Context: an optimization exercise on an open-source flow, tuned for small area, a short achievable clock period and few clock cycles per item. The choices shown serve that exercise and are no tape-out recipe.
In this exercise RTL edits were held to simulation tests only and were not proved equivalent to the original.
Power figures rest on the tool's default switching activity, not on a simulated workload.

===== flow/design.v =====
module llmp16_mul_csa (
    input  wire [15:0] a,
    input  wire [15:0] b,
    output wire [15:0] r0,
    output wire [15:0] r1,
    output wire [15:0] r2,
    output wire        x,
    output wire [2:0]  xl
);
    wire [15:0] pp [0:15];
    genvar gi;
    generate for (gi = 0; gi < 16; gi = gi + 1) begin : g_pp
        assign pp[gi] = b & {16{a[gi]}};
    end endgenerate
    wire s1 = pp[0][13] ^ pp[1][12];
    wire c2 = pp[0][13] & pp[1][12];
    wire s3 = pp[0][14] ^ pp[1][13] ^ pp[2][12];
    wire c4 = (pp[0][14] & pp[1][13]) | (pp[0][14] & pp[2][12]) | (pp[1][13] & pp[2][12]);
    wire s5 = pp[3][11] ^ pp[4][10];
    wire c6 = pp[3][11] & pp[4][10];
    wire s7 = pp[0][15] ^ pp[1][14] ^ pp[2][13];
    wire c8 = (pp[0][15] & pp[1][14]) | (pp[0][15] & pp[2][13]) | (pp[1][14] & pp[2][13]);
    wire s9 = pp[3][12] ^ pp[4][11] ^ pp[5][10];
    wire c10 = (pp[3][12] & pp[4][11]) | (pp[3][12] & pp[5][10]) | (pp[4][11] & pp[5][10]);
    wire s11 = pp[6][9] ^ pp[7][8];
    wire c12 = pp[6][9] & pp[7][8];
    wire s13 = pp[0][9] ^ pp[1][8];
    wire c14 = pp[0][9] & pp[1][8];
    wire s15 = pp[0][10] ^ pp[1][9] ^ pp[2][8];
    wire c16 = (pp[0][10] & pp[1][9]) | (pp[0][10] & pp[2][8]) | (pp[1][9] & pp[2][8]);
    wire s17 = pp[3][7] ^ pp[4][6];
    wire c18 = pp[3][7] & pp[4][6];
    wire s19 = pp[0][11] ^ pp[1][10] ^ pp[2][9];
    wire c20 = (pp[0][11] & pp[1][10]) | (pp[0][11] & pp[2][9]) | (pp[1][10] & pp[2][9]);
    wire s21 = pp[3][8] ^ pp[4][7] ^ pp[5][6];
    wire c22 = (pp[3][8] & pp[4][7]) | (pp[3][8] & pp[5][6]) | (pp[4][7] & pp[5][6]);
    wire s23 = pp[6][5] ^ pp[7][4];
    wire c24 = pp[6][5] & pp[7][4];
    wire s25 = pp[0][12] ^ pp[1][11] ^ pp[2][10];
    wire c26 = (pp[0][12] & pp[1][11]) | (pp[0][12] & pp[2][10]) | (pp[1][11] & pp[2][10]);
    wire s27 = pp[3][9] ^ pp[4][8] ^ pp[5][7];
    wire c28 = (pp[3][9] & pp[4][8]) | (pp[3][9] & pp[5][7]) | (pp[4][8] & pp[5][7]);
    wire s29 = pp[6][6] ^ pp[7][5] ^ pp[8][4];
    wire c30 = (pp[6][6] & pp[7][5]) | (pp[6][6] & pp[8][4]) | (pp[7][5] & pp[8][4]);
    wire s31 = pp[9][3] ^ pp[10][2];
    wire c32 = pp[9][3] & pp[10][2];
    wire s33 = s1 ^ pp[2][11] ^ pp[3][10];
    wire c34 = (s1 & pp[2][11]) | (s1 & pp[3][10]) | (pp[2][11] & pp[3][10]);
    wire s35 = pp[4][9] ^ pp[5][8] ^ pp[6][7];
    wire c36 = (pp[4][9] & pp[5][8]) | (pp[4][9] & pp[6][7]) | (pp[5][8] & pp[6][7]);
    wire s37 = pp[7][6] ^ pp[8][5] ^ pp[9][4];
    wire c38 = (pp[7][6] & pp[8][5]) | (pp[7][6] & pp[9][4]) | (pp[8][5] & pp[9][4]);
    wire s39 = pp[10][3] ^ pp[11][2] ^ pp[12][1];
    wire c40 = (pp[10][3] & pp[11][2]) | (pp[10][3] & pp[12][1]) | (pp[11][2] & pp[12][1]);
    wire s41 = c2 ^ s3 ^ s5;
    wire c42 = (c2 & s3) | (c2 & s5) | (s3 & s5);
    wire s43 = pp[5][9] ^ pp[6][8] ^ pp[7][7];
    wire c44 = (pp[5][9] & pp[6][8]) | (pp[5][9] & pp[7][7]) | (pp[6][8] & pp[7][7]);
    wire s45 = pp[8][6] ^ pp[9][5] ^ pp[10][4];
    wire c46 = (pp[8][6] & pp[9][5]) | (pp[8][6] & pp[10][4]) | (pp[9][5] & pp[10][4]);
    wire s47 = pp[11][3] ^ pp[12][2] ^ pp[13][1];
    wire c48 = (pp[11][3] & pp[12][2]) | (pp[11][3] & pp[13][1]) | (pp[12][2] & pp[13][1]);
    wire s49 = c4 ^ c6 ^ s7;
    wire c50 = (c4 & c6) | (c4 & s7) | (c6 & s7);
    wire s51 = s9 ^ s11 ^ pp[8][7];
    wire c52 = (s9 & s11) | (s9 & pp[8][7]) | (s11 & pp[8][7]);
    wire s53 = pp[9][6] ^ pp[10][5] ^ pp[11][4];
    wire c54 = (pp[9][6] & pp[10][5]) | (pp[9][6] & pp[11][4]) | (pp[10][5] & pp[11][4]);
    wire s55 = pp[12][3] ^ pp[13][2] ^ pp[14][1];
    wire c56 = (pp[12][3] & pp[13][2]) | (pp[12][3] & pp[14][1]) | (pp[13][2] & pp[14][1]);
    wire s57 = pp[0][6] ^ pp[1][5];
    wire c58 = pp[0][6] & pp[1][5];
    wire s59 = pp[0][7] ^ pp[1][6] ^ pp[2][5];
    wire c60 = (pp[0][7] & pp[1][6]) | (pp[0][7] & pp[2][5]) | (pp[1][6] & pp[2][5]);
    wire s61 = pp[3][4] ^ pp[4][3];
    wire c62 = pp[3][4] & pp[4][3];
    wire s63 = pp[0][8] ^ pp[1][7] ^ pp[2][6];
    wire c64 = (pp[0][8] & pp[1][7]) | (pp[0][8] & pp[2][6]) | (pp[1][7] & pp[2][6]);
    wire s65 = pp[3][5] ^ pp[4][4] ^ pp[5][3];
    wire c66 = (pp[3][5] & pp[4][4]) | (pp[3][5] & pp[5][3]) | (pp[4][4] & pp[5][3]);
    wire s67 = pp[6][2] ^ pp[7][1];
    wire c68 = pp[6][2] & pp[7][1];
    wire s69 = s13 ^ pp[2][7] ^ pp[3][6];
    wire c70 = (s13 & pp[2][7]) | (s13 & pp[3][6]) | (pp[2][7] & pp[3][6]);
    wire s71 = pp[4][5] ^ pp[5][4] ^ pp[6][3];
    wire c72 = (pp[4][5] & pp[5][4]) | (pp[4][5] & pp[6][3]) | (pp[5][4] & pp[6][3]);
    wire s73 = pp[7][2] ^ pp[8][1] ^ pp[9][0];
    wire c74 = (pp[7][2] & pp[8][1]) | (pp[7][2] & pp[9][0]) | (pp[8][1] & pp[9][0]);
    wire s75 = c14 ^ s15 ^ s17;
    wire c76 = (c14 & s15) | (c14 & s17) | (s15 & s17);
    wire s77 = pp[5][5] ^ pp[6][4] ^ pp[7][3];
    wire c78 = (pp[5][5] & pp[6][4]) | (pp[5][5] & pp[7][3]) | (pp[6][4] & pp[7][3]);
    wire s79 = pp[8][2] ^ pp[9][1] ^ pp[10][0];
    wire c80 = (pp[8][2] & pp[9][1]) | (pp[8][2] & pp[10][0]) | (pp[9][1] & pp[10][0]);
    wire s81 = c16 ^ c18 ^ s19;
    wire c82 = (c16 & c18) | (c16 & s19) | (c18 & s19);
    wire s83 = s21 ^ s23 ^ pp[8][3];
    wire c84 = (s21 & s23) | (s21 & pp[8][3]) | (s23 & pp[8][3]);
    wire s85 = pp[9][2] ^ pp[10][1] ^ pp[11][0];
    wire c86 = (pp[9][2] & pp[10][1]) | (pp[9][2] & pp[11][0]) | (pp[10][1] & pp[11][0]);
    wire s87 = c20 ^ c22 ^ c24;
    wire c88 = (c20 & c22) | (c20 & c24) | (c22 & c24);
    wire s89 = s25 ^ s27 ^ s29;
    wire c90 = (s25 & s27) | (s25 & s29) | (s27 & s29);
    wire s91 = s31 ^ pp[11][1] ^ pp[12][0];
    wire c92 = (s31 & pp[11][1]) | (s31 & pp[12][0]) | (pp[11][1] & pp[12][0]);
    wire s93 = c26 ^ c28 ^ c30;
    wire c94 = (c26 & c28) | (c26 & c30) | (c28 & c30);
    wire s95 = c32 ^ s33 ^ s35;
    wire c96 = (c32 & s33) | (c32 & s35) | (s33 & s35);
    wire s97 = s37 ^ s39 ^ pp[13][0];
    wire c98 = (s37 & s39) | (s37 & pp[13][0]) | (s39 & pp[13][0]);
    wire s99 = c34 ^ c36 ^ c38;
    wire c100 = (c34 & c36) | (c34 & c38) | (c36 & c38);
    wire s101 = c40 ^ s41 ^ s43;
    wire c102 = (c40 & s41) | (c40 & s43) | (s41 & s43);
    wire s103 = s45 ^ s47 ^ pp[14][0];
    wire c104 = (s45 & s47) | (s45 & pp[14][0]) | (s47 & pp[14][0]);
    wire s105 = c42 ^ c44 ^ c46;
    wire c106 = (c42 & c44) | (c42 & c46) | (c44 & c46);
    wire s107 = c48 ^ s49 ^ s51;
    wire c108 = (c48 & s49) | (c48 & s51) | (s49 & s51);
    wire s109 = s53 ^ s55 ^ pp[15][0];
    wire c110 = (s53 & s55) | (s53 & pp[15][0]) | (s55 & pp[15][0]);
    wire s111 = pp[0][4] ^ pp[1][3];
    wire c112 = pp[0][4] & pp[1][3];
    wire s113 = pp[0][5] ^ pp[1][4] ^ pp[2][3];
    wire c114 = (pp[0][5] & pp[1][4]) | (pp[0][5] & pp[2][3]) | (pp[1][4] & pp[2][3]);
    wire s115 = pp[3][2] ^ pp[4][1];
    wire c116 = pp[3][2] & pp[4][1];
    wire s117 = s57 ^ pp[2][4] ^ pp[3][3];
    wire c118 = (s57 & pp[2][4]) | (s57 & pp[3][3]) | (pp[2][4] & pp[3][3]);
    wire s119 = pp[4][2] ^ pp[5][1] ^ pp[6][0];
    wire c120 = (pp[4][2] & pp[5][1]) | (pp[4][2] & pp[6][0]) | (pp[5][1] & pp[6][0]);
    wire s121 = c58 ^ s59 ^ s61;
    wire c122 = (c58 & s59) | (c58 & s61) | (s59 & s61);
    wire s123 = pp[5][2] ^ pp[6][1] ^ pp[7][0];
    wire c124 = (pp[5][2] & pp[6][1]) | (pp[5][2] & pp[7][0]) | (pp[6][1] & pp[7][0]);
    wire s125 = c60 ^ c62 ^ s63;
    wire c126 = (c60 & c62) | (c60 & s63) | (c62 & s63);
    wire s127 = s65 ^ s67 ^ pp[8][0];
    wire c128 = (s65 & s67) | (s65 & pp[8][0]) | (s67 & pp[8][0]);
    wire s129 = c64 ^ c66 ^ c68;
    wire c130 = (c64 & c66) | (c64 & c68) | (c66 & c68);
    wire s131 = s69 ^ s71 ^ s73;
    wire c132 = (s69 & s71) | (s69 & s73) | (s71 & s73);
    wire s133 = c70 ^ c72 ^ c74;
    wire c134 = (c70 & c72) | (c70 & c74) | (c72 & c74);
    wire s135 = s75 ^ s77 ^ s79;
    wire c136 = (s75 & s77) | (s75 & s79) | (s77 & s79);
    wire s137 = c76 ^ c78 ^ c80;
    wire c138 = (c76 & c78) | (c76 & c80) | (c78 & c80);
    wire s139 = s81 ^ s83 ^ s85;
    wire c140 = (s81 & s83) | (s81 & s85) | (s83 & s85);
    wire s141 = c82 ^ c84 ^ c86;
    wire c142 = (c82 & c84) | (c82 & c86) | (c84 & c86);
    wire s143 = s87 ^ s89 ^ s91;
    wire c144 = (s87 & s89) | (s87 & s91) | (s89 & s91);
    wire s145 = c88 ^ c90 ^ c92;
    wire c146 = (c88 & c90) | (c88 & c92) | (c90 & c92);
    wire s147 = s93 ^ s95 ^ s97;
    wire c148 = (s93 & s95) | (s93 & s97) | (s95 & s97);
    wire s149 = c94 ^ c96 ^ c98;
    wire c150 = (c94 & c96) | (c94 & c98) | (c96 & c98);
    wire s151 = s99 ^ s101 ^ s103;
    wire c152 = (s99 & s101) | (s99 & s103) | (s101 & s103);
    wire s153 = c100 ^ c102 ^ c104;
    wire c154 = (c100 & c102) | (c100 & c104) | (c102 & c104);
    wire s155 = s105 ^ s107 ^ s109;
    wire c156 = (s105 & s107) | (s105 & s109) | (s107 & s109);
    wire s157 = pp[0][3] ^ pp[1][2];
    wire c158 = pp[0][3] & pp[1][2];
    wire s159 = s111 ^ pp[2][2] ^ pp[3][1];
    wire c160 = (s111 & pp[2][2]) | (s111 & pp[3][1]) | (pp[2][2] & pp[3][1]);
    wire s161 = c112 ^ s113 ^ s115;
    wire c162 = (c112 & s113) | (c112 & s115) | (s113 & s115);
    wire s163 = c114 ^ c116 ^ s117;
    wire c164 = (c114 & c116) | (c114 & s117) | (c116 & s117);
    wire s165 = c118 ^ c120 ^ s121;
    wire c166 = (c118 & c120) | (c118 & s121) | (c120 & s121);
    wire s167 = c122 ^ c124 ^ s125;
    wire c168 = (c122 & c124) | (c122 & s125) | (c124 & s125);
    wire s169 = c126 ^ c128 ^ s129;
    wire c170 = (c126 & c128) | (c126 & s129) | (c128 & s129);
    wire s171 = c130 ^ c132 ^ s133;
    wire c172 = (c130 & c132) | (c130 & s133) | (c132 & s133);
    wire s173 = c134 ^ c136 ^ s137;
    wire c174 = (c134 & c136) | (c134 & s137) | (c136 & s137);
    wire s175 = c138 ^ c140 ^ s141;
    wire c176 = (c138 & c140) | (c138 & s141) | (c140 & s141);
    wire s177 = c142 ^ c144 ^ s145;
    wire c178 = (c142 & c144) | (c142 & s145) | (c144 & s145);
    wire s179 = c146 ^ c148 ^ s149;
    wire c180 = (c146 & c148) | (c146 & s149) | (c148 & s149);
    wire s181 = c150 ^ c152 ^ s153;
    wire c182 = (c150 & c152) | (c150 & s153) | (c152 & s153);
    assign r0[0] = pp[0][0];
    assign r1[0] = 1'b0;
    assign r2[0] = 1'b0;
    assign r0[1] = pp[0][1];
    assign r1[1] = pp[1][0];
    assign r2[1] = 1'b0;
    assign r0[2] = pp[0][2];
    assign r1[2] = pp[1][1];
    assign r2[2] = pp[2][0];
    assign r0[3] = s157;
    assign r1[3] = pp[2][1];
    assign r2[3] = pp[3][0];
    assign r0[4] = c158;
    assign r1[4] = s159;
    assign r2[4] = pp[4][0];
    assign r0[5] = c160;
    assign r1[5] = s161;
    assign r2[5] = pp[5][0];
    assign r0[6] = c162;
    assign r1[6] = s163;
    assign r2[6] = s119;
    assign r0[7] = c164;
    assign r1[7] = s165;
    assign r2[7] = s123;
    assign r0[8] = c166;
    assign r1[8] = s167;
    assign r2[8] = s127;
    assign r0[9] = c168;
    assign r1[9] = s169;
    assign r2[9] = s131;
    assign r0[10] = c170;
    assign r1[10] = s171;
    assign r2[10] = s135;
    assign r0[11] = c172;
    assign r1[11] = s173;
    assign r2[11] = s139;
    assign r0[12] = c174;
    assign r1[12] = s175;
    assign r2[12] = s143;
    assign r0[13] = c176;
    assign r1[13] = s177;
    assign r2[13] = s147;
    assign r0[14] = c178;
    assign r1[14] = s179;
    assign r2[14] = s151;
    assign r0[15] = c180;
    assign r1[15] = s181;
    assign r2[15] = s155;
    wire x183 = pp[1][15] ^ pp[2][14];
    wire x184 = pp[3][13] ^ pp[4][12];
    wire x185 = pp[5][11] ^ pp[6][10];
    wire x186 = pp[7][9] ^ pp[8][8];
    wire x187 = pp[9][7] ^ pp[10][6];
    wire x188 = pp[11][5] ^ pp[12][4];
    wire x189 = pp[13][3] ^ pp[14][2];
    wire x190 = pp[15][1] ^ x183;
    wire x191 = x184 ^ x185;
    wire x192 = x186 ^ x187;
    wire x193 = x188 ^ x189;
    wire x194 = x190 ^ x191;
    wire x195 = x192 ^ x193;
    wire x196 = c54 ^ c56;
    wire x197 = c8 ^ c10;
    wire x198 = c12 ^ x194;
    wire x199 = x195 ^ x196;
    wire x200 = x197 ^ x198;
    wire x201 = x199 ^ c110;
    wire x202 = c50 ^ c52;
    wire x203 = x200 ^ x201;
    wire x204 = x202 ^ x203;
    wire x205 = c106 ^ c108;
    wire x206 = x204 ^ x205;
    assign x = x206;
    assign xl = {c182, c154, c156};
endmodule
module llmp16_msb (
    input  wire [15:0] v,
    output wire [3:0]  p
);
    wire h3 = |v[15:8];
    wire [7:0] v8 = h3 ? v[15:8] : v[7:0];
    wire h2 = |v8[7:4];
    wire [3:0] v4 = h2 ? v8[7:4] : v8[3:0];
    wire h1 = |v4[3:2];
    wire [1:0] v2 = h1 ? v4[3:2] : v4[1:0];
    assign p = {h3, h2, h1, v2[1]};
endmodule
module llmp16_alu (
    input  wire        clk,
    input  wire        rst,           
    input  wire        in_valid,
    output wire        in_ready,
    input  wire [15:0] in_instr,      
    input  wire [15:0] in_a,          
    input  wire [15:0] in_b,          
    output reg         out_valid,
    output reg  [15:0] out_result,
    output reg  [3:0]  out_dest,
    output reg         out_reg_we,
    output wire [3:0]  out_flags,     
    output reg         out_flags_we
);
    localparam [3:0] OP_NOP = 4'd0,  OP_ADD = 4'd1,  OP_SUB = 4'd2,  OP_CMP = 4'd3,
                     OP_AND = 4'd4,  OP_TST = 4'd5,  OP_OR  = 4'd6,  OP_XOR = 4'd7,
                     OP_SHL = 4'd8,  OP_SHR = 4'd9,  OP_SAR = 4'd10, OP_MUL = 4'd11,
                     OP_DIV = 4'd12, OP_MOD = 4'd13;
    genvar gi;
    wire [3:0] cls = in_instr[15:12];
    wire [3:0] t   = in_instr[11:8];
    wire [3:0] fx  = in_instr[7:4];
    wire [3:0] fy  = in_instr[3:0];
    wire       c23 = (cls[3:1] == 3'b001);
    wire       c4  = (cls == 4'b0100);
    wire [9:0] tt;
    generate for (gi = 0; gi < 10; gi = gi + 1) begin : g_t
        assign tt[gi] = (t == gi);
    end endgenerate
    wire i_add = (c23 || c4) && tt[0];                        
    wire i_sub = c23 && tt[1] || c4 && (tt[1] || tt[3]);      
    wire i_cmp = c23 && tt[8];
    wire i_and = c23 && tt[5];
    wire i_tst = c23 && tt[9];
    wire i_or  = c23 && tt[6];
    wire i_xor = c23 && tt[7] || c4 && tt[2];                 
    wire i_shl = c4 && (tt[4] || tt[7]);
    wire i_shr = c4 && (tt[5] || tt[8]);
    wire i_sar = c4 && (tt[6] || tt[9]);
    wire i_mul = c23 && tt[2];
    wire i_div = c23 && tt[3];
    wire i_mod = c23 && tt[4];
    wire i_one = c4 && (tt[0] || tt[1]);                      
    wire i_not = c4 && tt[2];                                 
    wire i_neg = c4 && tt[3];                                 
    wire i_imm = c4 && (tt[7] || tt[8] || tt[9]);             
    reg [3:0] d_op;
    always @* begin
        d_op = OP_NOP;
        if (i_add) d_op = OP_ADD;
        if (i_sub) d_op = OP_SUB;
        if (i_cmp) d_op = OP_CMP;
        if (i_and) d_op = OP_AND;
        if (i_tst) d_op = OP_TST;
        if (i_or)  d_op = OP_OR;
        if (i_xor) d_op = OP_XOR;
        if (i_shl) d_op = OP_SHL;
        if (i_shr) d_op = OP_SHR;
        if (i_sar) d_op = OP_SAR;
        if (i_mul) d_op = OP_MUL;
        if (i_div) d_op = OP_DIV;
        if (i_mod) d_op = OP_MOD;
    end
    wire [15:0] in_a_rev;
    generate for (gi = 0; gi < 16; gi = gi + 1) begin : g_arev
        assign in_a_rev[gi] = in_a[15 - gi];
    end endgenerate
    wire [15:0] d_a = i_neg ? 16'd0 : i_shl ? in_a_rev : in_a;
    wire [15:0] d_b = i_one ? 16'd1 : i_not ? 16'hFFFF : i_neg ? in_a :
                      i_imm ? {12'd0, fy} : in_b;
    wire        d_big = !i_imm && (|in_b[15:5]);
    wire [3:0]  d_msb_a, d_msb_b;
    llmp16_msb u_msb_a (.v(in_a), .p(d_msb_a));
    llmp16_msb u_msb_b (.v(in_b), .p(d_msb_b));
    wire [15:0] in_b_pre;    
    assign in_b_pre[15] = in_b[15];
    generate for (gi = 0; gi < 15; gi = gi + 1) begin : g_bpre
        assign in_b_pre[gi] = in_b_pre[gi + 1] | in_b[gi];
    end endgenerate
    wire        d_div_one = ((in_a & ~in_b_pre) == 16'd0) || !in_b_pre[0];
    wire        d_multi = in_valid && (i_mul || ((i_div || i_mod) && !d_div_one));
    reg        ready_r;       
    reg        v_r;           
    reg [3:0]  op_r;
    reg [3:0]  dest_r;
    reg        sub_r;         
    reg        dfirst_r;      
    reg        sleft_r;       
    reg        big_r;         
    reg [3:0]  msb_a, msb_b;  
    reg [15:0] a_r, b_r;      
    reg        mul_p2;        
    reg        h_r, x_r;      
    reg [2:0]  xl_r;          
    reg        fc_r, fv_r;    
    reg        div_run;       
    reg [3:0]  cnt;           
    assign in_ready  = ready_r;
    assign out_flags = {out_result[15], out_result == 16'd0, fc_r, fv_r};
    wire e_add = (op_r == OP_ADD);
    wire e_sub = (op_r == OP_SUB) || (op_r == OP_CMP);
    wire e_and = (op_r == OP_AND) || (op_r == OP_TST);
    wire e_or  = (op_r == OP_OR);
    wire e_xor = (op_r == OP_XOR);
    wire e_shl = (op_r == OP_SHL);
    wire e_shr = (op_r == OP_SHR);
    wire e_sar = (op_r == OP_SAR);
    wire e_mul = (op_r == OP_MUL);
    wire e_mod = (op_r == OP_MOD);
    wire e_dm  = (op_r == OP_DIV) || e_mod;
    wire e_nop = (op_r == OP_NOP);
    wire [15:0] f1_s = a_r ^ b_r ^ out_result;
    wire [15:0] f1_c = (a_r & b_r) | (a_r & out_result) | (b_r & out_result);
    wire [15:0] bx   = b_r ^ {16{sub_r}};
    wire [15:0] ad_x = mul_p2 ? f1_s : a_r;
    wire [15:0] ad_y = mul_p2 ? {f1_c[14:0], 1'b0} : bx;
    wire [16:0] sum  = {1'b0, ad_x} + {1'b0, ad_y} + {16'd0, sub_r};
    wire        cout = sum[16];
    wire        add_c = sub_r ? !cout : cout;
    wire        add_v = (a_r[15] == bx[15]) && (sum[15] != a_r[15]);
    wire        mul_c = h_r || (x_r ^ (^xl_r) ^ f1_c[15] ^ cout);
    wire        div_first = dfirst_r;
    wire        b_zero = (b_r == 16'd0);
    wire        fits   = cout;                  
    wire [3:0]  k = msb_a - msb_b;              
    wire        k_zero = (k == 4'd0);           
    wire        div_done_first = b_zero || !fits || k_zero;
    wire        div_fin = div_run ? (cnt == 4'd0) : div_done_first;
    wire [15:0] quo = div_run ? {out_result[14:0], fits} : {15'd0, fits && k_zero};
    wire [15:0] rem = fits ? sum[15:0] : a_r;
    wire        sh_left = sleft_r;
    wire [15:0] sh_x;
    wire [15:0] sh_r;
    generate for (gi = 0; gi < 16; gi = gi + 1) begin : g_rev
        assign sh_x[gi] = div_first ? b_r[15 - gi] : a_r[gi];
    end endgenerate
    wire        sh_f   = e_sar && a_r[15];
    wire [4:0]  sh_n   = div_first ? {1'b0, k} : b_r[4:0];
    wire        sh_big = !div_first && big_r;
    wire [16:0] s0 = {sh_x, 1'b0};
    wire [16:0] s1 = sh_n[0] ? {sh_f, s0[16:1]} : s0;
    wire [16:0] s2 = sh_n[1] ? {{2{sh_f}}, s1[16:2]} : s1;
    wire [16:0] s3 = sh_n[2] ? {{4{sh_f}}, s2[16:4]} : s2;
    wire [16:0] s4 = sh_n[3] ? {{8{sh_f}}, s3[16:8]} : s3;
    wire [16:0] s5 = sh_big ? {17{sh_f}} : sh_n[4] ? {{16{sh_f}}, s4[16]} : s4;
    generate for (gi = 0; gi < 16; gi = gi + 1) begin : g_rev2
        assign sh_r[gi] = sh_left ? s5[16 - gi] : s5[gi + 1];
    end endgenerate
    wire        sh_c = s5[0];
    wire [15:0] csa_r0, csa_r1, csa_r2;
    wire        csa_x;
    wire [2:0]  csa_xl;
    llmp16_mul_csa u_csa (.a(a_r), .b(b_r), .r0(csa_r0), .r1(csa_r1), .r2(csa_r2),
                          .x(csa_x), .xl(csa_xl));
    wire [15:0] pb;    
    assign pb[15] = b_r[15];
    generate for (gi = 0; gi < 15; gi = gi + 1) begin : g_pb
        assign pb[gi] = pb[gi + 1] | b_r[gi];
    end endgenerate
    wire [15:1] hterm;
    generate for (gi = 1; gi < 16; gi = gi + 1) begin : g_h
        assign hterm[gi] = a_r[gi] & pb[16 - gi];
    end endgenerate
    wire        mul_h = |hterm;
    reg  [15:0] r;
    reg         fc, fv;
    always @* begin
        r  = sum[15:0];
        fc = 1'b0;
        fv = 1'b0;
        if (e_add || e_sub) begin
            fc = add_c; fv = add_v;
        end else if (e_mul) begin
            fc = mul_c;
        end else if (e_and) r = a_r & b_r;
        else if (e_or)  r = a_r | b_r;
        else if (e_xor) r = a_r ^ b_r;
        else if (e_shl || e_shr || e_sar) begin
            r = sh_r; fc = sh_c;
        end else if (e_dm) begin
            r = (e_mod && div_fin) ? rem : quo;
        end
    end
    wire mul_p1 = e_mul && !mul_p2;
    wire fin    = v_r && (e_mul ? mul_p2 : e_dm ? div_fin : 1'b1);
    always @(posedge clk) begin
        out_result   <= mul_p1 ? csa_r2 : r;
        fc_r         <= fc;
        fv_r         <= fv;
        out_dest     <= dest_r;
        out_reg_we   <= !(e_nop || op_r == OP_CMP || op_r == OP_TST || (e_dm && b_zero));
        out_flags_we <= !(e_nop || (e_dm && b_zero));
        if (ready_r) begin
            a_r    <= d_a;
            b_r    <= d_b;
            op_r   <= d_op;
            sub_r  <= i_sub || i_cmp || i_div || i_mod;
            dfirst_r <= i_div || i_mod;
            sleft_r  <= i_shl || i_div || i_mod;
            big_r  <= d_big;
            msb_a  <= d_msb_a;
            msb_b  <= d_msb_b;
            dest_r <= c4 ? fx : 4'd0;
        end else begin
            dfirst_r <= 1'b0;
            if (mul_p1) begin
                a_r <= csa_r0;
                b_r <= csa_r1;
            end else if (div_first) begin
                b_r <= sh_r;
            end else begin
                if (fits) a_r <= sum[15:0];
                b_r <= {1'b0, b_r[15:1]};
            end
        end
        h_r <= mul_h;
        x_r <= csa_x;
        xl_r <= csa_xl;
        cnt <= div_run ? cnt - 4'd1 : k;
        if (rst) begin
            ready_r   <= 1'b1;
            v_r       <= 1'b0;
            out_valid <= 1'b0;
            mul_p2    <= 1'b0;
            div_run   <= 1'b0;
        end else begin
            out_valid <= fin;
            v_r       <= ready_r ? in_valid : !fin;
            mul_p2    <= v_r && mul_p1;
            div_run   <= v_r && e_dm && !div_fin;
            ready_r   <= ready_r ? !d_multi :
                         mul_p1  ? 1'b1 :
                         div_run ? (cnt == 4'd1) :
                         div_done_first;
        end
    end
endmodule

===== flow/flow/run.sh =====
#!/bin/bash
set -euo pipefail
bash standard.sh SETUP_SLACK_MARGIN=6.3 finish > standard_flow.log 2>&1

===== flow/standard.sh =====
#!/bin/bash
# synth_recipe.tcl (not shown) runs the flow's synth.tcl, then flattens the netlist and writes it again
# the make line also repeats each setting of config.mk as NAME=value (left out here)
make -C /OpenROAD-flow-scripts/flow DESIGN_CONFIG=/design/flow/config.mk WORK_HOME=/design/flow/orfs CLKGATE_MAP_FILE= SYNTH_SCRIPT=/design/flow/synth_recipe.tcl "${@:-finish}"

===== flow/config.mk =====
export PLATFORM = sky130hd
export DESIGN_NAME = llmp16_alu
export DESIGN_NICKNAME = llmp16_alu
export VERILOG_FILES = /design/flow/design.v
export SDC_FILE = /design/flow/constraint.sdc
export NUM_CORES = 4
export LEC_CHECK = 0
export ABC_AREA = 1
export CAP_MARGIN = 20
export CORE_MARGIN = 2
export CORE_UTILIZATION = 45
export SLEW_MARGIN = 20

===== flow/constraint.sdc =====
create_clock -name core_clock -period 10.0 [get_ports {clk}]
set_input_delay 2.0000 -clock core_clock [delete_from_list [all_inputs] [get_ports {clk}]]
set_output_delay 2.0000 -clock core_clock [all_outputs]
set_load 0.01 [all_outputs]

==> results of run 1 <==
==> power by group through the flow <==
stage	registers (mW)	logic (mW)	clock network, mW
floorplan	0.485	0.553	0
global placement	0.509	0.875	0
detailed placement	0.507	0.886	0
CTS	0.497	0.928	0.382
global route	0.504	1.10	0.397
finish	0.502	1.01	0.385
==> timing repair <==
item	in CTS	in global routing
resized for setup	67	138
buffers inserted	30	39
endpoints found under the hold margin	0	0
setup endpoints to repair	79	74
pin swaps	25	73
cloned	5	2
==> logic make-up (layout without fill, tap and decap cells) <==
| group | after synthesis | after routing | share of synthesized area (%) |
|---|---|---|---|
| AOI/OAI and AO/OA | 300 | 300 | 13.3 |
| xor gates and xnor gates | 53 | 53 | 3.48 |
| adders and majority gates | 163 | 163 | 20.8 |
| buffers and inverters | 466 | 561 | 14.3 |
| DFF | 90 | 90 | 16.1 |
| and+or+nand+nor | 993 | 999 | 32.0 |
==> layout make-up <==
type	count	share of cell area, %
clock buffer	10	1.50
timing repair inverter	1	0.0314
multi-input combinational	1515	61.6
clock inverter	6	0.487
inverter	362	8.65
tap	390	3.06
sequential	90	13.6
timing repair buffer	182	11.1
==> synthesized netlist by cell type, types with 9 or more instances <==
cell type / n / area, sq um
nand2_1: 633 / 2380
inv_1: 347 / 1300
nand3_1: 201 / 1010
o21ai_0: 120 / 601
fa_1: 97 / 1940
nor2_1: 84 / 315
a21oi_1: 80 / 400
ha_1: 66 / 826
dfxtp_1: 55 / 1100
clkbuf_1: 54 / 203
edfxtp_1: 35 / 1050
xnor2_1: 32 / 280
o211ai_1: 23 / 173
buf_2: 21 / 105
nor3_1: 21 / 105
xor2_1: 21 / 184
o221ai_1: 17 / 149
buf_6: 13 / 146
a31oi_1: 11 / 68.8
nand4_1: 10 / 62.6
buf_4: 9 / 67.6
o21ai_1: 9 / 45.0
==> per-stage QoR <==
step | area, sq um | util, %
2_1_floorplan | 13300 | -
3_3_place_gp | 14300 | 48.7
3_5_place_dp | 14300 | 48.7
4_1_cts | 15100 | 51.4
5_1_grt | 15900 | 54.2
6_report | 15900 | 54.2
==> metal layers <==
metal	track usage, %	vias up	part of all wire, %
li1	-	6729	-
met5	0	-	0
met3	6.96	157	12
met4	15.4	0	5.0
met1	54.0	6975	41
met2	55.1	985	42
==> how the worst min path moves through the flow <==
| stage | to | slack, ns | cells after the start |
|---|---|---|---|
| final | out_dest[1] | 0.34 | 0 |
| after CTS | out_dest[1] | 0.34 | 0 |
| after global placement | out_dest[3] | 0.32 | 0 |
| after detailed placement | out_dest[1] | 0.33 | 0 |
| after global routing | out_dest[1] | 0.35 | 0 |
| after floorplan | out_dest[0] | 0.32 | 0 |
==> placed cells by master, fill, tap and decap left out, types with 7 or more instances in the layout <==
cell type | synthesis | final
fa_1 | 97 | 92
inv_2 | 7 | 14
clkdlybuf4s50_1 | 0 | 66
nor2_2 | 6 | 8
o221ai_1 | 17 | 17
nor2_4 | 7 | 13
buf_12 | 0 | 10
clkbuf_16 | 0 | 9
o21ai_0 | 120 | 97
nor2_1 | 84 | 77
buf_6 | 13 | 17
a21oi_1 | 80 | 74
nand2_2 | 6 | 24
xor2_1 | 21 | 17
o211ai_1 | 23 | 23
nand2_1 | 633 | 610
a31oi_1 | 11 | 10
xnor2_1 | 32 | 31
inv_1 | 347 | 335
edfxtp_1 | 35 | 35
nand3_1 | 201 | 183
dfxtp_1 | 55 | 49
o22ai_1 | 7 | 7
nor3_1 | 21 | 17
o21ai_1 | 9 | 25
nand3_2 | 6 | 24
buf_4 | 9 | 76
o21ai_2 | 2 | 7
ha_1 | 66 | 64
nand4_1 | 10 | 10
a21oi_2 | 4 | 9
==> sequential cells by signal (all words and copies together) (netlist names), 4 cells and up <==
name / cells
msb_b: 4
dest_r: 4
b_r: 16
a_r: 16
msb_a: 4
cnt: 4
op_r: 4
out_result: 16
out_dest: 4
==> flow_metrics.env, run 1 <==
export IMPL_die_w_um=176
export IMPL_path_buf_inv=2
export IMPL_synth_seq_cells=90
export IMPL_fin_crit_ns=3.75
export IMPL_crit_cells=12
export IMPL_sw_frac_of_total_pct=45.6
export IMPL_grt_max_degree=54
export IMPL_r2r_slack_ns=6.25
export IMPL_yosysWarnings=2
export IMPL_rsz0062_at_grt="yes"
export IMPL_drt_pass1_iter_count=6
export IMPL_holdWs_ns=0.341
export IMPL_path_cells="nor2_1, inv_1, nor2_1, clkinv_1, nor2_1, nor2_1, nand2_1, nand2_1, nand2_1, nand2_1, nand2_1, nand2_1"
export IMPL_outcome="finished clean"
export IMPL_worstSetupPathType="flop to flop"
export IMPL_clkSlewWorstSetupHoldPaths_ns=0.07
export IMPL_holdCritPathClass="flop to flop"
export IMPL_syn_cell_area_sq_um=13300
export IMPL_switchingPower_uw=866
export IMPL_cts_buffers=9
export IMPL_gp_congestion=0.997
export IMPL_synth_edf_count=35
export IMPL_power_sequential_fraction_pct=26.5
export IMPL_cp_required_ns=10.26
export IMPL_via_count=14800
export IMPL_die_area_sq_um=31000
export IMPL_synth_async_sr_flop_share_pct=0
export IMPL_antenna_left=0
export IMPL_vdd_ir_drop_max_v=0.0000901
export IMPL_slew_headroom_pct=16.4
export IMPL_worstReg2RegStart="op_r[3]"
export IMPL_grt_pass1_vias=13600
export IMPL_final_nets=2375
export IMPL_hold_viol_final=0
export IMPL_grt_total_usage_pct=37.5
export IMPL_core_sq_um=29400
export IMPL_hp_start="dest_r[1]"
export IMPL_placed_cells=2464
export IMPL_wire_per_inst_um=23.1
export IMPL_grt_pass1_wl_um=86100
export IMPL_yosysSeqAreaShare_pct=16.1
export IMPL_cp_endpoint="out_result[10]"
export IMPL_cp_start_kind="flop"
export IMPL_synth_distinct_cells=55
export IMPL_max_freq_mhz=267
export IMPL_hpwl_um=42900
export IMPL_syn2layout_area_growth_pct=19.5
export IMPL_start_util_pct=45.3
export IMPL_vias_per_cell=5.81
export IMPL_rr_endpoint="out_result[10]"
export IMPL_clock_sinks=90
export IMPL_setup_tns_ns=0
export IMPL_power_mw=1.90
export IMPL_antenna_found_initial=1
export IMPL_pwr_share_comb_pct=53.3
export IMPL_dp_slack_ns=5.36
export IMPL_clk_latency_ns=0.37
export IMPL_setup_ws_ns=6.25
export IMPL_arrival_ns=4.01
export IMPL_seq_area_sq_um=2170
export IMPL_tightest_slew_ns=1.24
export IMPL_power_leakage_nw=8.05
export IMPL_syn_area_per_cell_sq_um=6.46
export IMPL_drive_gt1_share_pct=13.1
export IMPL_crit_slowest_cell="clkinv_1"
export IMPL_setup_viol=0
export IMPL_cp_max_fo=17
export IMPL_cts_root_buf="clkbuf_16"
export IMPL_critPathCaptureType="flop"
export IMPL_ys_flop_type="dfxtp_1"
export IMPL_cts_tree="yes"
export IMPL_max_cap_viol_count=0
export IMPL_finalClockSkew_ns=0.0169
export IMPL_drv_slew=0
export IMPL_critPathTopFamily="simple AND/OR/NAND/NOR gates"
export IMPL_die_y_um=176
export IMPL_cts_path_max_buffers=2
export IMPL_synthCells=2065
export IMPL_r2r_cells=12
export IMPL_io_pins=79
export IMPL_startpoint="op_r[3]"
export IMPL_multiInputGateArea_sq_um=9810
export IMPL_p_int_mw=1.03
export IMPL_drtIter0Drc=2519
export IMPL_num_rows=63
export IMPL_numPortBuffers=78
export IMPL_syn_num_nets=2279
export IMPL_min_period_over_period_pct=37.5
export IMPL_drc=0
export IMPL_cp_common_cell="nand2_1"
export IMPL_cts_htree_levels=3
export IMPL_n_antenna_cell=0
export IMPL_cellPowerDensity_nw_per_um2=119
export IMPL_cts_hold_buf=0
export IMPL_clkPwrFrac_pct=20.3
export IMPL_stdcell_count=2556
export IMPL_critPathMaxStageDelay_ns=0.81
export IMPL_nFillCells=2972
export IMPL_grt_overflow_total=0
export IMPL_routed_wirelength_um=58900
Testbench counts, summed over its fixed seeds: cycles 16,318, ops 12,000.
==> run 2: changes to the inputs <==
==> flow/flow/run.sh (replaced) <==
#!/bin/bash
set -euo pipefail
bash standard.sh SETUP_SLACK_MARGIN=6.6 "BUFFER_PORTS_ARGS=-buffer_cell sky130_fd_sc_hd__buf_1" finish > standard_flow.log 2>&1
==> flow_metrics.env, run 2 <==
export IMPL_slew_headroom_pct=32.9
export IMPL_syn_cell_area_sq_um=13300
export IMPL_num_rows=63
export IMPL_synth_common_cells="633 x nand2_1, 347 x inv_1, 201 x nand3_1, 120 x o21ai_0, 97 x fa_1"
export IMPL_grt_overflow_total=0
export IMPL_cts_hold_buf=0
export IMPL_min_period_over_period_pct=36.3
export IMPL_drtIter0Drc=2127
export IMPL_critPathCaptureType="flop"
export IMPL_fin_crit_ns=3.63
export IMPL_arrival_ns=3.91
export IMPL_cts_path_max_buffers=2
export IMPL_vdd_ir_drop_max_v=0.0000878
export IMPL_synth_most_common_cell="nand2_1"
export IMPL_vias_per_cell=5.79
export IMPL_cp_max_fo=6
export IMPL_io_pins=79
export IMPL_synthCells=2065
export IMPL_antenna_left=0
export IMPL_outcome="finished clean"
export IMPL_nFillCells=2960
export IMPL_holdWs_ns=0.351
export IMPL_synth_seq_cells=90
export IMPL_final_common_cell="nand2_1"
export IMPL_routed_wirelength_um=59400
export IMPL_drv_slew=0
export IMPL_drt_pass1_iter_count=7
export IMPL_setup_viol=0
export IMPL_holdCritPathClass="flop to flop"
export IMPL_cts_tree="yes"
export IMPL_largest_registers="a_r: 16 flops, b_r: 16 flops, out_result: 16 flops"
export IMPL_cp_required_ns=10.28
export IMPL_fin_util_pct=53.8
export IMPL_die_w_um=176
export IMPL_yosysTopAreaCellShare_pct=17.8
export IMPL_cts_root_buf="clkbuf_16"
export IMPL_power_leakage_nw=7.93
export IMPL_die_area_sq_um=31000
export IMPL_clk_latency_ns=0.39
export IMPL_drive_gt1_share_pct=16.3
export IMPL_clock_sinks=90
export IMPL_setup_tns_ns=0
export IMPL_cts_buffers=9
export IMPL_cts_htree_levels=3
export IMPL_core_sq_um=29400
export IMPL_tightest_slew_ns=1.00
export IMPL_cellPowerDensity_nw_per_um2=118
export IMPL_layout_common_cells="600 x nand2_1, 329 x inv_1, 194 x nand3_1"
export IMPL_max_freq_mhz=275
export IMPL_ys_flop_type="dfxtp_1"
export IMPL_syn_num_nets=2279
export IMPL_cp_start_kind="flop"
export IMPL_hpwl_um=42300
export IMPL_rsz0062_at_grt="yes"
export IMPL_grt_total_usage_pct=38.0
export IMPL_synth_area_leader_cell="nand2_1"
export IMPL_numPortBuffers=78
export IMPL_finalClockSkew_ns=0.0212
export IMPL_antenna_found_initial=1
export IMPL_grt_pass1_vias=13600
export IMPL_syn2layout_area_growth_pct=18.7
export IMPL_hold_viol_final=0
export IMPL_grt_pass1_wl_um=86900
export IMPL_gp_congestion=1.06
export IMPL_final_nets=2402
export IMPL_syn_area_per_cell_sq_um=6.46
export IMPL_start_util_pct=45.3
export IMPL_seq_area_sq_um=2180
export IMPL_drc=0
export IMPL_grt_max_degree=54
export IMPL_wire_per_inst_um=23.0
export IMPL_multiInputGateArea_sq_um=9940
export IMPL_die_y_um=176
export IMPL_synth_edf_count=35
export IMPL_clkSlewWorstSetupHoldPaths_ns=0.08
export IMPL_max_cap_viol_count=0
export IMPL_yosysSeqAreaShare_pct=16.1
export IMPL_synth_distinct_cells=55
export IMPL_n_antenna_cell=0
export IMPL_worstSetupPathType="flop to flop"
export IMPL_via_count=15000
export IMPL_ys_top_cells_by_area="nand2_1 18%, fa_1 15%, inv_1 9.8%, dfxtp_1 8.3%, edfxtp_1 7.9%"
export IMPL_yosysWarnings=2
export IMPL_synth_async_sr_flop_share_pct=0
==> run 2: power by group <==
part           leakage (nW)  internal, mW  total, mW  switching (mW)
clock                 0.150         0.179      0.375           0.196
sequential            0.833         0.427      0.502          0.0741
combinational          6.94         0.376      0.995           0.619
==> run 2: per-layer routing <==
| layer | vias to the layer above | track usage (%) | part of all wire [%] |
|---|---|---|---|
| li1 | 6772 | - | - |
| met1 | 7075 | 52.9 | 41 |
| met2 | 933 | 56.0 | 42 |
| met3 | 172 | 8.35 | 12 |
| met4 | 2 | 17.7 | 5.6 |
| met5 | - | 0 | 0.019 |
==> run 2: through the flow <==
step                worst slack [ns]  area, sq um  power [mW]  instances
CTS                             6.37        15100        1.79       2543
floorplan                       6.58        13400        1.04       2065
finish                          6.37        15800        1.87       2583
detailed placement              5.05        13800        1.34       2463
global route                    6.17        15800        1.97       2583
global placement                5.18        13800        1.33       2463
==> run 2: what timing repair did <==
item                                    4_1_cts  5_1_grt
resized for setup                           120      129
endpoints found under the hold margin         0        0
gates cloned                                  9        0
setup buffers                                55       40
pin swaps                                    35       52
endpoints found under the setup margin       77       77
==> run 2: final timing paths <==
| path | startpoint | to | slack (ns) | cells after the start |
|---|---|---|---|---|
| max reg2reg | a_r[0] | out_result[8] | 6.37 | 25 |
| max | a_r[0] | out_result[8] | 6.37 | 25 |
| min reg2reg | dest_r[0] | out_dest[0] | 0.35 | 0 |
| min | dest_r[0] | out_dest[0] | 0.35 | 0 |
==> run 2: critical path, cell delays in order, from the launching register on <==
cell and delay (ns):
edfxtp_1 0.45, buf_6 0.16, fa_1 0.47, nand2_1 0.06, o21ai_2 0.07, fa_2 0.23
inv_2 0.05, fa_2 0.41, inv_2 0.08, nand3_2 0.06, nand2_2 0.10, nand2_2 0.07
nand2_4 0.07, nand2_4 0.08, nand2_8 0.12, nand3_4 0.15, nand2_8 0.14, nor2_8 0.08
buf_12 0.15, a21oi_2 0.10, a21o_1 0.12, nand3_1 0.06, nand2_1 0.08, nand2_1 0.05
nand2_1 0.06, nand2_1 0.04
==> run 2: cells by family after synthesis <==
group	Yosys count	share of synthesized area, %
AND/OR/NAND/NOR	993	32.0
flip-flops	90	16.1
AO/OA/AOI/OAI	300	13.3
XOR/XNOR	53	3.48
adder cells (fa/ha/maj)	163	20.8
buffers and inverters	466	14.3
==> run 2: cell type report <==
type	instances	area share (%)
clock buffers	9	1.42
clock inverters	7	0.514
inverters	362	8.78
multi-input cells	1515	62.8
flip-flops and latches	90	13.7
well taps	390	3.08
repair buffers	208	9.56
repair inverters	2	0.0948
==> run 3: changes to the inputs <==
==> flow/flow/run.sh (replaced) <==
#!/bin/bash
set -euo pipefail
bash standard.sh SETUP_SLACK_MARGIN=6.3 "BUFFER_PORTS_ARGS=-buffer_cell sky130_fd_sc_hd__buf_1" finish > standard_flow.log 2>&1
==> flow_metrics.env, run 3 <==
export IMPL_core_sq_um=29400
export IMPL_cts_htree_levels=3
export IMPL_grt_overflow_total=0
export IMPL_die_w_um=176
export IMPL_num_rows=63
export IMPL_drv_slew=0
export IMPL_cts_buffers=9
export IMPL_synth_distinct_cells=55
export IMPL_drt_pass1_iter_count=8
export IMPL_power_leakage_nw=7.65
export IMPL_gp_congestion=1.05
export IMPL_synth_area_leader_cell="nand2_1"
export IMPL_fin_crit_ns=3.77
export IMPL_cts_tree="yes"
export IMPL_hpwl_um=41300
export IMPL_vdd_ir_drop_max_v=0.0000902
export IMPL_finalClockSkew_ns=0.0171
export IMPL_outcome="finished clean"
export IMPL_io_pins=79
export IMPL_vias_per_cell=5.79
export IMPL_layout_common_cells="623 x nand2_1, 336 x inv_1, 193 x nand3_1"
export IMPL_start_util_pct=45.3
export IMPL_cellPowerDensity_nw_per_um2=120
export IMPL_ys_top_cells_by_area="nand2_1 18%, fa_1 15%, inv_1 9.8%, dfxtp_1 8.3%, edfxtp_1 7.9%"
export IMPL_hold_viol_final=0
export IMPL_clock_sinks=90
export IMPL_cts_path_max_buffers=2
export IMPL_synthCells=2065
export IMPL_yosysTopAreaCellShare_pct=17.8
export IMPL_numPortBuffers=78
export IMPL_synth_edf_count=35
export IMPL_max_cap_viol_count=0
export IMPL_clk_latency_ns=0.37
export IMPL_critPathMaxStageDelay_ns=0.47
export IMPL_cp_common_cell="nand2_1"
export IMPL_grt_max_degree=54
export IMPL_holdWs_ns=0.347
export IMPL_worstSetupPathType="flop to flop"
export IMPL_routed_wirelength_um=57500
export IMPL_synth_most_common_cell="nand2_1"
export IMPL_synth_async_sr_flop_share_pct=0
export IMPL_yosysSeqAreaShare_pct=16.1
export IMPL_yosysWarnings=2
export IMPL_wire_per_inst_um=22.6
export IMPL_synth_common_cells="633 x nand2_1, 347 x inv_1, 201 x nand3_1, 120 x o21ai_0, 97 x fa_1"
export IMPL_arrival_ns=4.09
export IMPL_cts_root_buf="clkbuf_16"
export IMPL_via_count=14700
export IMPL_holdCritPathClass="flop to flop"
export IMPL_drc=0
export IMPL_grt_pass1_wl_um=83400
export IMPL_min_period_over_period_pct=37.7
export IMPL_antenna_left=0
export IMPL_final_common_cell="nand2_1"
export IMPL_syn_area_per_cell_sq_um=6.46
export IMPL_largest_registers="a_r: 16 flops, b_r: 16 flops, out_result: 16 flops"
export IMPL_grt_pass1_vias=13400
export IMPL_die_y_um=176
export IMPL_clkSlewWorstSetupHoldPaths_ns=0.09
export IMPL_syn_num_nets=2279
export IMPL_antenna_found_initial=0
export IMPL_ys_flop_type="dfxtp_1"
export IMPL_slew_headroom_pct=23.5
export IMPL_final_nets=2360
export IMPL_max_freq_mhz=265
export IMPL_synth_seq_cells=90
export IMPL_critPathCaptureType="flop"
export IMPL_cp_max_fo=5
export IMPL_grt_total_usage_pct=36.3
export IMPL_syn_cell_area_sq_um=13300
export IMPL_rsz0062_at_grt="yes"
export IMPL_setup_tns_ns=0
export IMPL_die_area_sq_um=31000
export IMPL_setup_viol=0
export IMPL_drtIter0Drc=1953
export IMPL_crit_slowest_cell="fa_1"
export IMPL_tightest_slew_ns=1.14
export IMPL_cp_start_kind="flop"
export IMPL_syn2layout_area_growth_pct=13.5
export IMPL_cp_required_ns=10.32
export IMPL_drive_gt1_share_pct=11.1
==> run 3: final timing paths <==
kind                                start             end  slack, ns  cells after the start
worst min-delay path            dest_r[1]     out_dest[1]       0.35                      0
worst max-delay path               a_r[0]  out_result[15]       6.23                     28
worst min register to register  dest_r[1]     out_dest[1]       0.35                      0
worst max register to register     a_r[0]  out_result[15]       6.23                     28
==> run 3: per-layer routing <==
layer	wire length, um	global-route usage [%]
met1	23900	52.1
met2	23400	51.4
met3	6940	8.10
met4	3290	17.4
met5	0	0
==> run 3: timing repair <==
| item | 4_1_cts | 5_1_grt |
|---|---|---|
| hold buffers | 0 | 0 |
| endpoints found under the setup margin | 57 | 68 |
| endpoints found under the hold margin | 0 | 0 |
| resized for setup | 38 | 90 |
| pin swaps | 7 | 35 |
| buffers inserted | 14 | 41 |
| cloned | 6 | 4 |
==> run 3: cell type report <==
type	count	area, sq um
clock inverters	7	76.3
diodes	1	2.50
flip-flops and latches	90	2170
clock buffers	9	225
inverters	362	1370
well taps	390	488
fillers	3038	14300
repair buffers	166	1130
multi-input cells	1515	9660
repair inverters	2	15.0
==> run 3: cell families after synthesis <==
group	count (synthesis)	share of synthesized area, %
flops	90	16.1
compound gates	300	13.3
xor+xnor	53	3.48
fa+ha+maj	163	20.8
buf+inv	466	14.3
simple gates	993	32.0
==> run 3: critical path, delay by kind of cell, from the launching register on <==
kind | cells | cell delay, ns
buffers and inverters | 5 | 0.55
flip-flops | 1 | 0.46
AO/OA/AOI/OAI | 1 | 0.10
adder cells (fa/ha/maj) | 3 | 1.08
AND/OR/NAND/NOR | 19 | 1.51
==> run 3: report_power, final <==
group          switching [mW]  leakage, nW  internal [mW]
sequential             0.0836        0.832          0.426
clock                   0.193        0.149          0.179
combinational           0.587         6.66          0.345
total                   0.864         7.65          0.950
==> run 3: metrics by stage <==
step | area [sq um] | power, mW | utilization, % | setup slack (ns) | cells
final | 15100 | 1.81 | 51.5 | 6.23 | 2542
after floorplan | 13300 | 1.04 | - | 6.44 | 2065
after detailed placement | 13800 | 1.33 | 46.9 | 5.16 | 2460
after global placement | 13800 | 1.33 | 46.9 | 5.34 | 2460
after CTS | 14400 | 1.73 | 49.0 | 6.21 | 2496
after global routing | 15100 | 1.91 | 51.5 | 6.09 | 2541
==> run 4: changes to the inputs <==
--- a/flow/design.v
+++ b/flow/design.v
@@ -297,8 +297,4 @@
     output reg         out_flags_we
 );
-    localparam [3:0] OP_NOP = 4'd0,  OP_ADD = 4'd1,  OP_SUB = 4'd2,  OP_CMP = 4'd3,
-                     OP_AND = 4'd4,  OP_TST = 4'd5,  OP_OR  = 4'd6,  OP_XOR = 4'd7,
-                     OP_SHL = 4'd8,  OP_SHR = 4'd9,  OP_SAR = 4'd10, OP_MUL = 4'd11,
-                     OP_DIV = 4'd12, OP_MOD = 4'd13;
     genvar gi;
     wire [3:0] cls = in_instr[15:12];
@@ -329,21 +325,4 @@
     wire i_neg = c4 && tt[3];                                 
     wire i_imm = c4 && (tt[7] || tt[8] || tt[9]);             
-    reg [3:0] d_op;
-    always @* begin
-        d_op = OP_NOP;
-        if (i_add) d_op = OP_ADD;
-        if (i_sub) d_op = OP_SUB;
-        if (i_cmp) d_op = OP_CMP;
-        if (i_and) d_op = OP_AND;
-        if (i_tst) d_op = OP_TST;
-        if (i_or)  d_op = OP_OR;
-        if (i_xor) d_op = OP_XOR;
-        if (i_shl) d_op = OP_SHL;
-        if (i_shr) d_op = OP_SHR;
-        if (i_sar) d_op = OP_SAR;
-        if (i_mul) d_op = OP_MUL;
-        if (i_div) d_op = OP_DIV;
-        if (i_mod) d_op = OP_MOD;
-    end
     wire [15:0] in_a_rev;
     generate for (gi = 0; gi < 16; gi = gi + 1) begin : g_arev
@@ -366,5 +345,15 @@
     reg        ready_r;       
     reg        v_r;           
-    reg [3:0]  op_r;
+    reg        f_add;         
+    reg        f_mul;
+    reg        f_and;         
+    reg        f_or;
+    reg        f_xor;         
+    reg        f_sh;          
+    reg        f_sar;
+    reg        f_dm;          
+    reg        f_mod;
+    reg        f_we;          
+    reg        f_fwe;         
     reg [3:0]  dest_r;
     reg        sub_r;         
@@ -382,16 +371,4 @@
     assign in_ready  = ready_r;
     assign out_flags = {out_result[15], out_result == 16'd0, fc_r, fv_r};
-    wire e_add = (op_r == OP_ADD);
-    wire e_sub = (op_r == OP_SUB) || (op_r == OP_CMP);
-    wire e_and = (op_r == OP_AND) || (op_r == OP_TST);
-    wire e_or  = (op_r == OP_OR);
-    wire e_xor = (op_r == OP_XOR);
-    wire e_shl = (op_r == OP_SHL);
-    wire e_shr = (op_r == OP_SHR);
-    wire e_sar = (op_r == OP_SAR);
-    wire e_mul = (op_r == OP_MUL);
-    wire e_mod = (op_r == OP_MOD);
-    wire e_dm  = (op_r == OP_DIV) || e_mod;
-    wire e_nop = (op_r == OP_NOP);
     wire [15:0] f1_s = a_r ^ b_r ^ out_result;
     wire [15:0] f1_c = (a_r & b_r) | (a_r & out_result) | (b_r & out_result);
@@ -419,5 +396,5 @@
         assign sh_x[gi] = div_first ? b_r[15 - gi] : a_r[gi];
     end endgenerate
-    wire        sh_f   = e_sar && a_r[15];
+    wire        sh_f   = f_sar && a_r[15];
     wire [4:0]  sh_n   = div_first ? {1'b0, k} : b_r[4:0];
     wire        sh_big = !div_first && big_r;
@@ -447,25 +424,14 @@
     end endgenerate
     wire        mul_h = |hterm;
-    reg  [15:0] r;
-    reg         fc, fv;
-    always @* begin
-        r  = sum[15:0];
-        fc = 1'b0;
-        fv = 1'b0;
-        if (e_add || e_sub) begin
-            fc = add_c; fv = add_v;
-        end else if (e_mul) begin
-            fc = mul_c;
-        end else if (e_and) r = a_r & b_r;
-        else if (e_or)  r = a_r | b_r;
-        else if (e_xor) r = a_r ^ b_r;
-        else if (e_shl || e_shr || e_sar) begin
-            r = sh_r; fc = sh_c;
-        end else if (e_dm) begin
-            r = (e_mod && div_fin) ? rem : quo;
-        end
-    end
-    wire mul_p1 = e_mul && !mul_p2;
-    wire fin    = v_r && (e_mul ? mul_p2 : e_dm ? div_fin : 1'b1);
+    wire [15:0] r = ({16{f_add || f_mul}} & sum[15:0]) |
+                    ({16{f_and}} & (a_r & b_r)) |
+                    ({16{f_or}}  & (a_r | b_r)) |
+                    ({16{f_xor}} & (a_r ^ b_r)) |
+                    ({16{f_sh}}  & sh_r) |
+                    ({16{f_dm}}  & ((f_mod && div_fin) ? rem : quo));
+    wire        fc = (f_add && add_c) || (f_mul && mul_c) || (f_sh && sh_c);
+    wire        fv = f_add && add_v;
+    wire mul_p1 = f_mul && !mul_p2;
+    wire fin    = v_r && (f_mul ? mul_p2 : f_dm ? div_fin : 1'b1);
     always @(posedge clk) begin
         out_result   <= mul_p1 ? csa_r2 : r;
@@ -473,10 +439,22 @@
         fv_r         <= fv;
         out_dest     <= dest_r;
-        out_reg_we   <= !(e_nop || op_r == OP_CMP || op_r == OP_TST || (e_dm && b_zero));
-        out_flags_we <= !(e_nop || (e_dm && b_zero));
+        out_reg_we   <= f_we && !(f_dm && b_zero);
+        out_flags_we <= f_fwe && !(f_dm && b_zero);
         if (ready_r) begin
             a_r    <= d_a;
             b_r    <= d_b;
-            op_r   <= d_op;
+            f_add  <= i_add || i_sub || i_cmp;
+            f_mul  <= i_mul;
+            f_and  <= i_and || i_tst;
+            f_or   <= i_or;
+            f_xor  <= i_xor;
+            f_sh   <= i_shl || i_shr || i_sar;
+            f_sar  <= i_sar;
+            f_dm   <= i_div || i_mod;
+            f_mod  <= i_mod;
+            f_we   <= i_add || i_sub || i_mul || i_div || i_mod || i_and || i_or || i_xor ||
+                      i_shl || i_shr || i_sar;
+            f_fwe  <= i_add || i_sub || i_cmp || i_mul || i_div || i_mod || i_and || i_tst ||
+                      i_or || i_xor || i_shl || i_shr || i_sar;
             sub_r  <= i_sub || i_cmp || i_div || i_mod;
             dfirst_r <= i_div || i_mod;
@@ -512,5 +490,5 @@
             v_r       <= ready_r ? in_valid : !fin;
             mul_p2    <= v_r && mul_p1;
-            div_run   <= v_r && e_dm && !div_fin;
+            div_run   <= v_r && f_dm && !div_fin;
             ready_r   <= ready_r ? !d_multi :
                          mul_p1  ? 1'b1 :
--- a/flow/config.mk
+++ b/flow/config.mk
@@ -9,4 +9,4 @@
 export CAP_MARGIN = 20
 export CORE_MARGIN = 2
-export CORE_UTILIZATION = 45
+export CORE_UTILIZATION = 40
 export SLEW_MARGIN = 20
==> flow_metrics.env, run 4 <==
export IMPL_outcome="finished clean"
export IMPL_grt_pass1_vias=12700
export IMPL_crit_slowest_cell="or4_4"
export IMPL_power_leakage_nw=7.42
export IMPL_drive_gt1_share_pct=8.28
export IMPL_drv_slew=0
export IMPL_hold_viol_final=0
export IMPL_fin_util_pct=44.5
export IMPL_num_rows=66
export IMPL_critPathMaxStageDelay_ns=0.54
export IMPL_final_common_cell="nand2_1"
export IMPL_synth_distinct_cells=63
export IMPL_grt_overflow_total=0
export IMPL_layout_common_cells="568 x nand2_1, 325 x inv_1, 164 x nand3_1"
export IMPL_antenna_left=0
export IMPL_max_freq_mhz=271
export IMPL_clock_sinks=97
export IMPL_placed_cells=2417
export IMPL_final_nets=2239
export IMPL_setup_tns_ns=0
export IMPL_cp_max_fo=4
export IMPL_wire_per_inst_um=20.8
export IMPL_synthCells=1971
export IMPL_cts_hold_buf=0
export IMPL_cts_tree="yes"
export IMPL_setup_viol=0
export IMPL_antenna_found_initial=0
export IMPL_synth_edf_count=42
export IMPL_synth_compound_area_share_pct=13.6
export IMPL_start_util_pct=40.2
export IMPL_pwr_share_comb_pct=49.1
export IMPL_arrival_ns=1.69
export IMPL_worstSetupPathType="flop to output port"
export IMPL_holdPathStages=0
export IMPL_slew_headroom_pct=39.7
export IMPL_cellPowerDensity_nw_per_um2=115
export IMPL_yosysWarnings=2
export IMPL_r2r_slack_ns=6.33
export IMPL_design_area_sq_um=14400
export IMPL_synth_seq_cells=97
export IMPL_hp_start="dest_r[0]"
export IMPL_cts_htree_levels=3
export IMPL_startpoint="out_result[2]"
export IMPL_drt_pass1_iter_count=8
export IMPL_die_area_sq_um=33900
export IMPL_synth_adder_area_share_pct=21.3
export IMPL_vdd_ir_drop_max_v=0.0000794
export IMPL_clk_latency_ns=0.37
export IMPL_cts_path_max_buffers=2
export IMPL_power_mw=1.66
export IMPL_critPathCaptureType="output port"
export IMPL_cts_root_buf="clkbuf_16"
export IMPL_rr_endpoint="out_result[7]"
export IMPL_clkPwrFrac_pct=22.1
export IMPL_hpwl_um=37900
export IMPL_die_y_um=184
export IMPL_die_w_um=184
export IMPL_synth_async_sr_flop_share_pct=0
export IMPL_synth_area_leader_cell="nand2_1"
export IMPL_drc=0
export IMPL_worstReg2RegStart="a_r[15]"
export IMPL_synth_mux_area_share_pct=0
export IMPL_gp_congestion=0.994
export IMPL_syn2layout_area_growth_pct=10.7
export IMPL_min_period_over_period_pct=36.9
export IMPL_grt_pass1_wl_um=75800
export IMPL_placed_cell_area_sq_um=13500
export IMPL_ys_flop_type="dfxtp_1"
export IMPL_synth_top_family_by_area="simple AND/OR/NAND/NOR gates"
export IMPL_stdcell_count=2472
export IMPL_cts_buffers=9
export IMPL_yosys_area_share_simple_pct=29.3
export IMPL_drtIter0Drc=1752
export IMPL_path_cells="or4_4, nor3_4, buf_2"
export IMPL_cp_start_kind="flop"
export IMPL_numPortBuffers=78
export IMPL_yosysTopAreaCellShare_pct=16.5
export IMPL_core_sq_um=32300
export IMPL_cp_required_ns=8.00
export IMPL_grt_max_degree=52
export IMPL_syn_area_per_cell_sq_um=6.59
export IMPL_grt_total_usage_pct=30.0
export IMPL_finalClockSkew_ns=0.0177
export IMPL_vias_per_cell=5.52
export IMPL_ys_top_cells_by_area="nand2_1 16%, fa_1 15%, edfxtp_1 9.7%, inv_1 9.5%, dfxtp_1 8.5%"
export IMPL_switchingPower_uw=753
export IMPL_yosysSeqAreaShare_pct=18.2
export IMPL_synth_xor_area_share_pct=3.76
export IMPL_holdCritPathClass="flop to flop"
export IMPL_sw_frac_of_total_pct=45.3
export IMPL_rsz0062_at_grt="yes"
export IMPL_routed_wirelength_um=51300
export IMPL_clkSlewWorstSetupHoldPaths_ns=0.09
export IMPL_synth_common_cells="571 x nand2_1, 330 x inv_1, 164 x nand3_1, 113 x o21ai_0, 111 x a21oi_1"
export IMPL_via_count=13600
export IMPL_r2r_cells=14
export IMPL_syn_num_nets=2185
export IMPL_power_sequential_fraction_pct=28.8
export IMPL_p_int_uw=908
export IMPL_n_antenna_cell=0
export IMPL_synth_most_common_cell="nand2_1"
export IMPL_largest_registers="a_r: 16 flops, b_r: 16 flops, out_result: 16 flops"
export IMPL_tightest_slew_ns=0.898
export IMPL_max_cap_viol_count=0
export IMPL_syn_cell_area_sq_um=13000
export IMPL_io_pins=79
export IMPL_fin_crit_ns=3.69
export IMPL_holdPathEnd="out_dest[0]"
-- run 4: cell count changes in the layout (fill, tap and decap cells not counted), moves of 11 or more --
cell	before	now
inv_1	336	325
o211ai_1	23	6
nand3_2	15	3
o21ai_1	16	30
buf_4	69	53
nor2_1	82	95
nand2_1	623	568
a21oi_1	72	110
nand3_1	193	164
-- run 4: layout make-up --
cell class                 count  area (sq um)
timing repair inverter         1          7.51
multi-input combinational   1434          9000
fill                        3430         17900
sequential                    97          2380
clock buffer                   9           225
clock inverter                 7          78.8
inverter                     343          1300
timing repair buffer         139           833
tap                          442           553
-- run 4: cells by family after synthesis --
| group | count (synthesis) |
|---|---|
| AND/OR/NAND/NOR | 901 |
| buffers and inverters | 444 |
| AO/OA/AOI/OAI | 311 |
| adder cells (fa/ha/maj) | 163 |
| flip-flops | 97 |
| XOR/XNOR | 55 |
-- run 4: per-stage QoR --
step | hold slack [ns] | worst slack, ns
4_1_cts | 0.347 | 6.28
3_5_place_dp | 0.328 | 5.81
5_1_grt | 0.358 | 6.20
6_report | 0.344 | 6.31
3_3_place_gp | 0.325 | 5.84
2_1_floorplan | 0.323 | 6.33
-- run 4: critical path, delay by kind of cell, from the launching register on --
kind | cells | cell delay [ns]
buffers and inverters | 1 | 0.17
flip-flops | 1 | 0.38
AND/OR/NAND/NOR | 2 | 0.76
-- run 4: power groups by stage --
stage	sequential (mW)	clock, mW	combinational (mW)
2_1_floorplan	0.471	0	0.484
3_3_place_gp	0.493	0	0.725
3_5_place_dp	0.492	0	0.738
4_1_cts	0.483	0.369	0.753
5_1_grt	0.480	0.386	0.889
6_report	0.478	0.367	0.815
-- run 4: repair_timing --
action,CTS,global route
cloned,2,4
endpoints found under the setup margin,40,46
pin swaps,2,10
setup buffers,4,29
endpoints found under the hold margin,0,0
gates resized for setup,18,42
-- run 4: worst max-delay path by stage --
| stage | endpoint |
|---|---|
| finish | out_flags[2] |
| global route | b_r[0] |
| CTS | out_result[14] |
| detailed placement | a_r[15] |
| global placement | a_r[1] |
| floorplan | b_r[15] |
-- run 4: routing by layer --
layer	wire length, um	GRT usage (%)
met5	0	0
met3	5170	4.37
met2	22000	46.5
met4	2540	13.0
met1	21600	41.5
Testbench counts of run 4, summed over its fixed seeds: cycles 16,318, ops 12,000.

==> port drivers added, routing unchanged <==
Ports are ideal in the flow. The routed layouts listed here were re-timed in OpenROAD.
Step 1 (the two cells are an assumption about what drives the block):
set clk [get_ports {clk}]
set_driving_cell -lib_cell sky130_fd_sc_hd__clkbuf_16 $clk
set_driving_cell -lib_cell sky130_fd_sc_hd__buf_2 [delete_from_list [all_inputs] $clk]
Step 2 times the ports against the registers' clock, not the clock port: input delays grow and output delays shrink by t, the midpoint of the rising clock arrivals with the driver on.
Three values: no drivers, after step 1, after step 2; two values: the first two.
run | shift t [ns] | setup slack, ns | worst register clock-pin slew, ns | cell pins on the clock port's net
run 1 | 0.414 | 6.249 / 6.249 / 5.956 | 0.08 / 0.08 | 1
run 2 | 0.426 | 6.369 / 6.369 / 6.191 | 0.10 / 0.10 | 1
run 3 | 0.417 | 6.233 / 6.233 / 6.026 | 0.09 / 0.09 | 1
run 4 | 0.413 | 6.309 / 6.262 / 5.960 | 0.09 / 0.09 | 1
After both steps every run listed still meets setup and hold. The setup slack of run 4, which loses most, moves by -0.047 ns with the drivers and by -0.349 ns with both steps.
